This design comes from an exercise in tuning for small area on the open sky130 flow, not from production work.
Function was checked by simulation only, so behaviour that the tests miss may differ from the original.
The clock input has no modelled driver; a real chip could not lean on it and would need a root buffer or a full tree.
Power and IR drop assume default switching activity.

==> run a: inputs <==
==> flow/design.v <==
module slpe_rx (
    input  wire       clk,
    input  wire       rst,
    input  wire       start,
    input  wire       rx_valid,
    input  wire [7:0] rx_data,
    output wire       busy,
    output wire       tx_valid,
    output wire [7:0] tx_data,
    output reg        pl_valid,
    output wire [7:0] pl_data,
    output wire       pl_commit,
    output wire       pl_discard,
    output wire       done,
    output wire       ok,
    output reg  [2:0] retries
);
    localparam [4:0] S_IDLE = 5'h01, S_IDLEK = 5'h07, S_IDLEE = 5'h06,
                     S_POLL = 5'h0C, S_ENQ = 5'h0D, S_ACK = 5'h02,
                     S_ACK2 = 5'h09, S_DCHK = 5'h04, S_NAK = 5'h0B,
                     S_RETN = 5'h05, S_RETE = 5'h0E, S_ERROR = 5'h03,
                     S_ENDK = 5'h0A, S_ENDE = 5'h08;
    localparam [4:0] S_STXA = 5'h16, S_STX = 5'h1D, S_LEN = 5'h1F,
                     S_CMD0 = 5'h12, S_CMD1 = 5'h10, S_CMD2 = 5'h11,
                     S_EXT0 = 5'h1E, S_EXT1 = 5'h15, S_EXT2 = 5'h17,
                     S_FN0 = 5'h13, S_FN1 = 5'h1B, S_FN2 = 5'h19,
                     S_FN3 = 5'h14, S_DATA = 5'h18, S_ETX = 5'h1A,
                     S_CS = 5'h1C;
    reg  [4:0]  st;
    reg  [7:0]  lb;         
    reg  [6:0]  tmr;        
    reg         div, mid;
    reg  [10:0] rem;        
    reg  [7:0]  crc;
    reg  [7:0]  fr;         
    reg         fm;         
    wire s_idle = (st == S_IDLE) || (st == S_IDLEK) || (st == S_IDLEE);
    assign busy       = !s_idle;
    assign done       = (st == S_IDLEK) || (st == S_IDLEE);
    assign ok         = (st == S_IDLEK);
    assign pl_commit  = (st == S_DCHK);
    assign pl_discard = (st == S_RETN) || (st == S_ENDE);
    assign tx_valid   = (st == S_STXA) || (st == S_DCHK) || (st == S_RETN);
    assign pl_data    = lb;
    assign tx_data    = {3'b000, pl_discard, 1'b0, 1'b1, ~pl_discard, pl_discard};
    wire fs      = st[4];                  
    wire tmo     = fs && !rx_valid && !tmr[6] && tmr[5] && !tmr[4] && !tmr[1] && tmr[0];
    wire [6:0] tmr_n = {tmr[5:0], ~(tmr[6] ^ tmr[5])};
    wire [7:0] cx = crc ^ rx_data;
    reg  [7:0] cn;
    integer i;
    always @(*) begin
        cn = cx;
        for (i = 0; i < 8; i = i + 1)
            cn = cn[7] ? ((cn << 1) ^ 8'h07) : (cn << 1);
    end
    wire crc_ok = (cx == 8'h00);
    wire [10:0] e11    = {rem[2:0], rx_data};
    wire        isdata = (st == S_DATA);
    wire [10:0] kterm  = div ? (isdata ? 11'd13 : 11'd12) : (isdata ? 11'd6 : 11'd5);
    wire        z      = (rem == kterm);
    wire        fcin   = (st == S_FN1) ? (rx_data == 8'hFF) : 1'b1;
    wire [8:0]  fcy;
    assign fcy[0] = fcin;
    genvar g;
    generate for (g = 0; g < 8; g = g + 1) begin : g_finc
        assign fcy[g+1] = fcy[g] & lb[g];
    end endgenerate
    wire [8:0]  finc   = {fcy[8], lb ^ fcy[7:0]};
    wire [11:0] rby;
    assign rby[0] = 1'b1;
    generate for (g = 0; g < 11; g = g + 1) begin : g_rdec
        assign rby[g+1] = rby[g] & ~rem[g];
    end endgenerate
    wire [10:0] rem_dec = rem ^ rby[10:0];
    wire        feq    = (rx_data == fr);
    wire        stx    = (st == S_STX) || (st == S_STXA);
    wire        fnum   = (st == S_FN0) || (st == S_FN1) || (st == S_FN2) || (st == S_FN3);
    always @(posedge clk) begin
        if (rx_valid)
            lb <= rx_data;
        if (!fs || rx_valid)
            tmr <= 7'b0001000;
        else
            tmr <= tmr_n;
        if (stx)
            crc <= 8'h00;
        else if (rx_valid)
            crc <= cn;
        if (fnum && rx_valid) begin
            fr <= finc[7:0];
            fm <= (st == S_FN1) ? ~finc[8] : (fm & feq);
        end
        pl_valid <= 1'b0;
        case (st)
        S_IDLE, S_IDLEK, S_IDLEE: if (start) begin
            retries <= 3'd0;
            mid     <= 1'b0;
            st      <= S_POLL;
        end else
            st      <= S_IDLE;
        S_POLL: if (rx_valid) st <= S_ENQ;
        S_ENQ: if (!rx_valid) begin
            if (lb == 8'h05)      st <= S_ACK;
            else if (lb == 8'h15) st <= S_POLL;
            else                  st <= S_RETE;
        end
        S_ACK: st <= S_STXA;
        S_STXA, S_STX:
               if (tmo) st <= S_ERROR;
               else if (rx_valid) st <= (rx_data == 8'h02) ? S_LEN : S_NAK;
               else st <= S_STX;
        S_LEN: if (tmo) st <= S_ERROR;
               else if (rx_valid) begin
                   div <= 1'b0;
                   rem <= {3'b000, rx_data};
                   st  <= (rx_data >= 8'd5 && rx_data != 8'hFF) ? S_CMD0 : S_NAK;
               end
        S_CMD0, S_CMD1: if (tmo) st <= S_ERROR;
               else if (rx_valid) begin
                   pl_valid <= !mid;
                   st <= (st == S_CMD0) ? S_CMD1 : S_CMD2;
               end
        S_CMD2: if (tmo) st <= S_ERROR;
               else if (rx_valid) begin
                   pl_valid <= !mid;
                   st <= (rem[7:0] == 8'hFE) ? S_EXT0 : (z ? S_ETX : S_DATA);
               end
        S_EXT0: if (tmo) st <= S_ERROR;
                else if (rx_valid) begin
                    div <= (rx_data != 8'h00);
                    st  <= S_EXT1;
                end
        S_EXT1: if (tmo) st <= S_ERROR;
                else if (rx_valid) begin
                    rem <= {rem[2:0], rx_data};
                    div <= div | (rx_data[7:3] != 5'd0);
                    st  <= S_EXT2;
                end
        S_EXT2: if (tmo) st <= S_ERROR;
                else if (rx_valid) begin
                    rem <= {rem[2:0], rx_data};
                    if (mid || div || e11 > 11'd1032) begin
                        div <= 1'b1;
                        st  <= (div || e11 < 11'd12 || e11 > 11'd1036) ? S_NAK : S_FN0;
                    end else
                        st  <= (e11 < 11'd5) ? S_NAK : (e11 == 11'd5) ? S_ETX : S_DATA;
                end
        S_FN0, S_FN1, S_FN2: if (tmo) st <= S_ERROR;
                else if (rx_valid)
                    st <= (st == S_FN0) ? S_FN1 : (st == S_FN1) ? S_FN2 : S_FN3;
        S_FN3: if (tmo) st <= S_ERROR;
                else if (rx_valid)
                    st <= z ? S_ETX : S_DATA;
        S_DATA: if (tmo) st <= S_ERROR;
                else if (rx_valid) begin
                    pl_valid <= 1'b1;
                    rem      <= rem_dec;
                    if (z) st <= S_ETX;
                end
        S_ETX: if (tmo) st <= S_ERROR;
               else if (rx_valid) st <= (rx_data == 8'h03) ? S_CS : S_NAK;
        S_CS: if (tmo) st <= S_NAK;
              else if (rx_valid) st <= crc_ok ? S_ACK2 : S_NAK;
        S_ACK2: st <= S_DCHK;
        S_DCHK: if (div && !fm) begin
                    mid <= 1'b1;
                    st  <= S_POLL;
                end else
                    st  <= S_ENDK;
        S_NAK: st <= S_RETN;
        S_RETN, S_RETE: begin
            retries <= {retries[2] ^ (retries[1] & retries[0]), retries[1] ^ retries[0], ~retries[0]};
            st      <= retries[2] ? S_ERROR : S_POLL;
        end
        S_ERROR: st <= S_ENDE;
        S_ENDK:  st <= S_IDLEK;
        S_ENDE:  st <= S_IDLEE;
        default: st <= S_IDLE;
        endcase
        if (rst) begin
            st       <= S_IDLE;
            retries  <= 3'd0;
            pl_valid <= 1'b0;
        end
    end
endmodule
==> flow/flow/run.sh <==
#!/bin/bash
# Own layout flow: the standard flow (standard.sh) with three changes:
#  - synthesis: synth_recipe.tcl unchanged except that Yosys's abc call uses
#    an area-oriented ABC script (flow/area.abc) and that adders are left to
#    ABC instead of being extracted into half-adder cells; registers are
#    untouched;
#  - port buffers are buf_1 cells (BUFFER_PORTS_ARGS);
#  - the clock tree is one level of clkbuf_8 cells fed by the clock port,
#    each driving one spatial quarter of the registers (flow/cts_single.tcl).
set -e
HERE=$(pwd)
{
  head -n 1 synth_recipe.tcl
  cat <<TCL
proc extract_fa {args} { puts "extract_fa skipped" }
proc abc {args} {
  set i [lsearch \$args -script]
  if {\$i >= 0} { lset args [expr {\$i+1}] $HERE/flow/area.abc }
  yosys abc {*}\$args
}
TCL
  tail -n +2 synth_recipe.tcl
} > my_synth.tcl
sed "s#SYNTH_SCRIPT=[^ ]*#SYNTH_SCRIPT=$HERE/my_synth.tcl#" standard.sh > my_standard.sh
grep -q "SYNTH_SCRIPT=$HERE/my_synth.tcl" my_standard.sh
export BUFFER_PORTS_ARGS="-buffer_cell sky130_fd_sc_hd__buf_1"
export PRE_CTS_TCL=$HERE/flow/cts_single.tcl
export MY_CTS_NCLUST=4
bash my_standard.sh > $HERE/standard.log 2>&1
==> flow/flow/area.abc <==
strash
balance -l; resub -K 6 -l; rewrite -l; resub -K 6 -N 2 -l; refactor -l; resub -K 8 -l; balance -l; resub -K 8 -N 2 -l; rewrite -l; resub -K 10 -l; rewrite -z -l; resub -K 10 -N 2 -l; balance -l; resub -K 12 -l; refactor -z -l; resub -K 12 -N 2 -l; rewrite -z -l; balance -l
&get -n
&st
&synch2
&nf -R 1000 -a
&put
strash
balance -l; resub -K 6 -l; rewrite -l; resub -K 6 -N 2 -l; refactor -l; resub -K 8 -l; balance -l; resub -K 8 -N 2 -l; rewrite -l; resub -K 10 -l; rewrite -z -l; resub -K 10 -N 2 -l; balance -l; resub -K 12 -l; refactor -z -l; resub -K 12 -N 2 -l; rewrite -z -l; balance -l
&get -n
&st
&dch -f
&nf -R 1000 -a
&put
topo
dnsize
==> flow/flow/cts_single.tcl <==
# Replace TritonCTS by a one-level clock tree: the clock port drives a few
# clkbuf cells directly, each driving one spatial cluster of the clock sinks.
rename clock_tree_synthesis _orig_clock_tree_synthesis
proc clock_tree_synthesis { args } {
  set nclust 4
  if { [info exists ::env(MY_CTS_NCLUST)] } { set nclust $::env(MY_CTS_NCLUST) }
  set bufname sky130_fd_sc_hd__clkbuf_8
  if { [info exists ::env(MY_CTS_BUF)] } { set bufname $::env(MY_CTS_BUF) }
  set block [ord::get_db_block]
  set db [ord::get_db]
  set master [$db findMaster $bufname]
  set clknet [$block findNet clk]
  # sinks with their pin locations
  set sinks {}
  foreach it [$clknet getITerms] {
    set inst [$it getInst]
    set box [$inst getBBox]
    set x [expr {([$box xMin] + [$box xMax]) / 2}]
    set y [expr {([$box yMin] + [$box yMax]) / 2}]
    lappend sinks [list $it $x $y]
  }
  # balanced split: by x into halves, each half by y into halves (for 4)
  set groups [list $sinks]
  set axis 1
  while { [llength $groups] < $nclust } {
    set ng {}
    foreach g $groups {
      set s [lsort -integer -index $axis $g]
      set h [expr {[llength $s] / 2}]
      lappend ng [lrange $s 0 [expr {$h - 1}]] [lrange $s $h end]
    }
    set groups $ng
    set axis [expr {3 - $axis}]
  }
  set k 0
  foreach g $groups {
    set newnet [odb::dbNet_create $block clknet_leaf_${k}_clk]
    $newnet setSigType CLOCK
    set sx 0
    set sy 0
    foreach s $g {
      set it [lindex $s 0]
      set sx [expr {$sx + [lindex $s 1]}]
      set sy [expr {$sy + [lindex $s 2]}]
      $it disconnect
      $it connect $newnet
    }
    set n [llength $g]
    set buf [odb::dbInst_create $block $master clkbuf_leaf_${k}_clk]
    [$buf findITerm A] connect $clknet
    [$buf findITerm X] connect $newnet
    $buf setLocation [expr {$sx / $n}] [expr {$sy / $n}]
    $buf setPlacementStatus PLACED
    puts "clock buffer $k drives $n sinks"
    incr k
  }
  set_propagated_clock [all_clocks]
}
==> flow/standard.sh <==
#!/bin/bash
# synth_recipe.tcl (not shown) runs the flow's synth.tcl, then flattens the netlist and writes it again
# the make line also repeats each setting of config.mk as NAME=value (left out here)
make -C /OpenROAD-flow-scripts/flow DESIGN_CONFIG=/design/flow/config.mk WORK_HOME=/design/flow/orfs CLKGATE_MAP_FILE= SYNTH_SCRIPT=/design/flow/synth_recipe.tcl "${@:-finish}"
==> flow/config.mk <==
export PLATFORM = sky130hd
export DESIGN_NAME = slpe_rx
export DESIGN_NICKNAME = slpe_rx
export VERILOG_FILES = /design/flow/design.v
export SDC_FILE = /design/flow/constraint.sdc
export NUM_CORES = 4
export LEC_CHECK = 0
export CAP_MARGIN = 20
export CORE_MARGIN = 2
export CORE_UTILIZATION = 65
export PLACE_DENSITY = 0.75
export SLEW_MARGIN = 20
==> flow/constraint.sdc <==
create_clock -name core_clock -period 5.0 [get_ports {clk}]
set_input_delay 1.0000 -clock core_clock [delete_from_list [all_inputs] [get_ports {clk}]]
set_output_delay 1.0000 -clock core_clock [all_outputs]
set_load 0.01 [all_outputs]
==> inputs of run b, as changes to run a <==
--- a/flow/design.v
+++ b/flow/design.v
@@ -17,13 +17,13 @@
 );
-    localparam [4:0] S_IDLE = 5'h01, S_IDLEK = 5'h07, S_IDLEE = 5'h06,
-                     S_POLL = 5'h0C, S_ENQ = 5'h0D, S_ACK = 5'h02,
-                     S_ACK2 = 5'h09, S_DCHK = 5'h04, S_NAK = 5'h0B,
-                     S_RETN = 5'h05, S_RETE = 5'h0E, S_ERROR = 5'h03,
-                     S_ENDK = 5'h0A, S_ENDE = 5'h08;
-    localparam [4:0] S_STXA = 5'h16, S_STX = 5'h1D, S_LEN = 5'h1F,
-                     S_CMD0 = 5'h12, S_CMD1 = 5'h10, S_CMD2 = 5'h11,
-                     S_EXT0 = 5'h1E, S_EXT1 = 5'h15, S_EXT2 = 5'h17,
-                     S_FN0 = 5'h13, S_FN1 = 5'h1B, S_FN2 = 5'h19,
-                     S_FN3 = 5'h14, S_DATA = 5'h18, S_ETX = 5'h1A,
-                     S_CS = 5'h1C;
+    localparam [4:0] S_IDLE = 5'h0C, S_IDLEK = 5'h07, S_IDLEE = 5'h0F,
+                     S_POLL = 5'h06, S_ENQ = 5'h03, S_ACK = 5'h02,
+                     S_ACK2 = 5'h05, S_DCHK = 5'h0B, S_NAK = 5'h01,
+                     S_RETN = 5'h0A, S_RETE = 5'h09, S_ERROR = 5'h04,
+                     S_ENDK = 5'h00, S_ENDE = 5'h08;
+    localparam [4:0] S_STXA = 5'h1E, S_STX = 5'h19, S_LEN = 5'h10,
+                     S_CMD0 = 5'h1D, S_CMD1 = 5'h18, S_CMD2 = 5'h1C,
+                     S_EXT0 = 5'h1B, S_EXT1 = 5'h17, S_EXT2 = 5'h1F,
+                     S_FN0 = 5'h13, S_FN1 = 5'h14, S_FN2 = 5'h15,
+                     S_FN3 = 5'h11, S_DATA = 5'h12, S_ETX = 5'h16,
+                     S_CS = 5'h1A;
     reg  [4:0]  st;
@@ -39,3 +39,3 @@
     assign done       = (st == S_IDLEK) || (st == S_IDLEE);
-    assign ok         = (st == S_IDLEK);
+    assign ok         = ~st[3];
     assign pl_commit  = (st == S_DCHK);
--- a/flow/flow/run.sh
+++ b/flow/flow/run.sh
@@ -28,2 +28,4 @@
 export MY_CTS_NCLUST=4
+export REMOVE_ABC_BUFFERS=1
+export SKIP_REPAIR_TIE_FANOUT=1
 bash my_standard.sh > $HERE/standard.log 2>&1
GPL_TIMING_DRIVEN = 0   (was default)
==> qor summary <==
Summed instance area of the synthesized netlist: run a 0.00322 mm2; run b 0.00319 mm2
Last weighted congestion value of the routability-driven placer: run a 1.04; run b 1.02
CP Max Fanout: run a 10; run b 13
Number of optimization iterations in the first detailed-route pass: run a 7; run b 5
Number of cells on the worst reg-to-reg path: run a 10; run b 13
Drt initial violations: run a 452; run b 477
Comb pwr: run a 704 uW; run b 606 uW
Routed length per instance: run a 17.8 um; run b 17.2 um
Met1 Track Usage GR: run a 44.8%; run b 42.1%
Crit path arrival time: run a 2.53 ns; run b 3.18 ns
Capture point of the worst reg-to-reg path: run a st[3]; run b st[3]
Global routing usage summed across all routing layers: run a 32.4%; run b 29.5%
Total length of routed met2 wires: run a 3960 um; run b 3940 um
Highest clock rate: run a 283 MHz; run b 239 MHz
Share of power burned in the clock network: run a 11.9%; run b 12.9%
Layout filler cell count: run a 391; run b 382
Width of the die: run a 74.4 um; run b 74.1 um
Internal power component: run a 893 uW; run b 869 uW
Multi-input logic portion of the cell area: run a 49.9%; run b 49.7%
Wire length after detailed routing: run a 8460 um; run b 8110 um
Worst hold-check slack: run a 0.437 ns; run b 0.438 ns
Via count of the first global-routing pass: run a 2,893; run b 2,702
Placement-stage worst setup slack: run a 1.39 ns; run b 0.668 ns
Combined area of the multi-input logic cells: run a 0.00173 mm2; run b 0.00169 mm2
Post-route clock skew: run a 0.0173 ns; run b 0.0144 ns
Run status: run a finished clean; run b finished clean
In every run of this note, the design's own scripts or RTL, not TritonCTS, make the clock network.

## separate check: timing with driven ports
Ports are ideal in the flow. The routed layouts listed here were re-timed in OpenROAD.
Step 1: set_driving_cell puts a clkbuf_16 on clk and a buf_2 on each other input, an assumption about the parent block.
Step 2 times the ports against the registers' clock, not the clock port: input delays grow and output delays shrink by t, the midpoint of the rising clock arrivals with the driver on.
a / b / c = ideal / step 1 / step 2; a / b = the first two.
run | t, ns | slack for setup (ns) | worst setup path after step 2 | pins driven straight from the clock port
run a | 0.206 | 1.466 / 1.405 / 1.332 | input to register | 4
run b | 0.206 | 0.821 / 0.760 / 0.966 | register to output | 4
After both steps every run listed still meets setup and hold. The setup slack of run a, which loses most, moves by -0.061 ns with the drivers and by -0.134 ns with both steps.
